Context: an optimization exercise on an open-source flow, tuned for small area, a short achievable clock period and few clock cycles. The choices shown serve that exercise and are no tape-out recipe.
RTL that was checked went through simulation tests only; none was proved equivalent to the original.

## mx_frame_tx
module mx_frame_tx (
    input  wire       clk,
    input  wire       rst,
    input  wire       cmd_valid,
    output wire       cmd_ready,
    input  wire [7:0] cmd_len,
    input  wire       in_valid,
    output wire       in_ready,
    input  wire [7:0] in_data,
    output reg        w_valid,
    input  wire       w_ready,
    output reg  [7:0] w_data,
    output reg        w_last,
    output reg        rej
);
For scale: about 1000 cells after synthesis, ~34 I/O pins, ~10000 sq um of cells after synthesis.
==> flow/config.mk <==
export PLATFORM = sky130hd
export DESIGN_NAME = mx_frame_tx
export DESIGN_NICKNAME = mx_frame_tx
export VERILOG_FILES = /design/flow/design.v
export SDC_FILE = /design/flow/constraint.sdc
export NUM_CORES = 4
export LEC_CHECK = 0
export CAP_MARGIN = 20
export CORE_MARGIN = 2
export CORE_UTILIZATION = 40
export SETUP_SLACK_MARGIN = 5
export SLEW_MARGIN = 20
==> flow/constraint.sdc <==
create_clock -name core_clock -period 10.0 [get_ports {clk}]
set_input_delay 2.0000 -clock core_clock [delete_from_list [all_inputs] [get_ports {clk}]]
set_output_delay 2.0000 -clock core_clock [all_outputs]
set_load 0.01 [all_outputs]
run.sh (not shown) runs the stock make flow with config.mk's settings and CLKGATE_MAP_FILE= SYNTH_SCRIPT=/design/flow/synth_recipe.tcl, a recipe that flattens the netlist after the stock synthesis.
Testbench counts at the start, summed over its fixed seeds: cycles 23,720.
Next try:
--- a/flow/design.v
+++ b/flow/design.v
@@ -101,22 +101,22 @@
     reg  [7:0]  rem;      
     reg  [4:0]  sn;       
     reg         pend;     
     reg         lact;     
     reg  [2:0]  lplen;    
     reg  [2:0]  lidx;     
     reg  [7:0]  lhdr;     
     reg  [7:0]  q [0:M-1];
-    reg  [M-1:0] qt;      
+    reg  [2:0]  qn;
     wire lfull = lact && (lidx == lplen);
     wire take;            
     wire lstart = pend && (!lact || take);
     assign cmd_ready = !pend && !(lact && !lfull);
-    assign in_ready  = lact && (lidx != lplen) && !qt[M-1];
+    assign in_ready  = lact && (lidx != lplen) && (qn != 3'd5);
     wire       rem_le5 = (rem <= 8'd5);
     wire [2:0] rem_p   = rem_le5 ? rem[2:0] : 3'd5;
     wire       wr      = in_valid && in_ready;
     always @(posedge clk) begin
         if (rst) begin
             rem   <= 8'd0;
             sn    <= 5'd0;
             pend  <= 1'b0;
@@ -126,25 +126,26 @@
             rej   <= 1'b0;
         end else begin
             rej <= 1'b0;
             if (cmd_valid && cmd_ready) begin
                 if (cmd_len > MAXF) begin
                     rej <= 1'b1;
                 end else begin
                     rem  <= cmd_len;
+                    sn   <= 5'd0;
                     pend <= 1'b1;
                 end
             end
             if (lstart) begin
                 lact  <= 1'b1;
                 lplen <= rem_p;
                 lidx  <= 3'd0;
                 rem   <= rem - {5'd0, rem_p};
-                sn    <= rem_le5 ? 5'd0 : sn + 5'd1;
+                sn    <= sn + 5'd1;
                 pend  <= !rem_le5;
             end else begin
                 if (take)
                     lact <= 1'b0;
                 if (wr)
                     lidx <= lidx + 3'd1;
             end
         end
@@ -155,29 +156,29 @@
         else if (wr && is_sent(in_data))
             lhdr[5] <= 1'b1;
     end
     reg         eact;     
     reg         ebin;     
     reg         efe;      
     reg  [3:0]  cnt;      
     reg  [7:0]  sbr;      
-    reg  [31:0] hf;       
+    reg  [31:0] hash;
     reg  [1:0]  ph;       
     reg  [5:0]  lo;       
     reg         eq;       
     wire step    = eact && (!w_valid || w_ready);
     wire consume = step && (ebin ? (!efe && ph != 2'd3 && cnt != 4'd0) : 1'b1);
     wire hashing = (cnt >= 4'd4);                  
     wire pop     = consume && (cnt >= 4'd5);       
     wire t_end = (cnt == 4'd1);
     wire b_end = (ph == 2'd3) && (cnt == 4'd0);
     wire c_end = step && (ebin ? (!efe && b_end) : t_end);
     assign take = lfull && (!eact || c_end);
-    wire [31:0] fy = hf;
+    wire [31:0] fy = hash ^ {24'd0, sbr};
     wire [31:0] hash_n;
     wire hs1;
     wire hc2;
     assign hs1 = fy[8] ^ fy[7];
     assign hc2 = fy[8] & fy[7];
     wire fs3;
     wire fc4;
     assign fs3 = fy[9] ^ fy[8] ^ fy[5];
@@ -561,26 +562,26 @@
                 eq   <= 1'b0;
             end else if (c_end) begin
                 eact <= 1'b0;
             end
         end
     end
     always @(posedge clk) begin
         if (take)
-            hf <= FNV_OFFSET ^ {24'd0, lhdr};
+            hash <= FNV_OFFSET;
         else if (consume && hashing)
-            hf <= hash_n ^ {24'd0, q[0]};
+            hash <= hash_n;
         if (take)
             sbr <= lhdr;
         else if (consume) begin
             case (cnt)
             4'd4:    sbr <= hash_n[7:0];
-            4'd3:    sbr <= hf[15:8];
-            4'd2:    sbr <= hf[23:16] ^ hf[31:24];
+            4'd3:    sbr <= hash[15:8];
+            4'd2:    sbr <= hash[23:16] ^ hash[31:24];
             4'd1:    sbr <= 8'd0;
             default: sbr <= q[0];
             endcase
         end
         if (step && ebin && !efe)
             lo <= lo_n;
         if (step) begin
             if (!ebin) begin
@@ -594,26 +595,24 @@
                 w_last <= b_end;
             end
         end
     end
     integer k;
     always @(posedge clk) begin
         for (k = 0; k < M; k = k + 1) begin
             if (pop) begin
-                if (wr && qt[k] && (k == M - 1 || !qt[k + 1]))
+                if (wr && ({1'b0, qn} == k + 1))
                     q[k] <= in_data;
                 else if (k < M - 1)
                     q[k] <= q[k + 1];
-            end else if (wr && !qt[k] && (k == 0 || qt[k - 1])) begin
+            end else if (wr && ({1'b0, qn} == k)) begin
                 q[k] <= in_data;
             end
         end
     end
     always @(posedge clk) begin
         if (rst)
-            qt <= {M{1'b0}};
-        else if (wr && !pop)
-            qt <= {qt[M-2:0], 1'b1};
-        else if (pop && !wr)
-            qt <= {1'b0, qt[M-1:1]};
+            qn <= 3'd0;
+        else
+            qn <= qn + {2'd0, wr} - {2'd0, pop};
     end
 endmodule
Result: The new run finished clean; synthesized area went up slightly; flip-flop and latch count went down by 2; cell count went up by a little under a tenth; maximum frequency went up slightly; non-clock buffer count went up by 12; sequential share of layout area went down by 4.2 points; final area went up slightly; utilization went up by 0.25 points; via count went up by roughly a tenth; worst setup slack is better by 40 ps.
Only the layout flow was run in the second run of this note; the RTL was not checked for function there.

[what the ideal ports hide]
In the flow no input, the clock included, has a driving cell. The finished layouts below were timed again as built, in two steps.
Step 1 assumes that a clkbuf_16 drives the clock port and a buf_2 every other input.
Step 2 also shifts input and output timing later by t, the mid clock arrival at the registers, as if the neighbouring blocks saw the same clock.
Three values: no drivers, after step 1, after step 2; two values: the first two.
| run | t, ns | setup WS [ns] | worst hold slack (ns) | worst slew at a driven data input, ns |
|---|---|---|---|---|
| the first run | 0.458 | 5.164 / 5.182 / 4.724 | 0.486 / 0.486 / 0.486 | 0.03 |
| the second run | 0.463 | 5.203 / 5.215 / 4.752 | 0.459 / 0.459 / 0.459 | 0.04 |
After both steps every run listed still meets setup and hold. The setup slack of the second run, which loses most, moves by +0.012 ns with the drivers and by -0.451 ns with both steps.
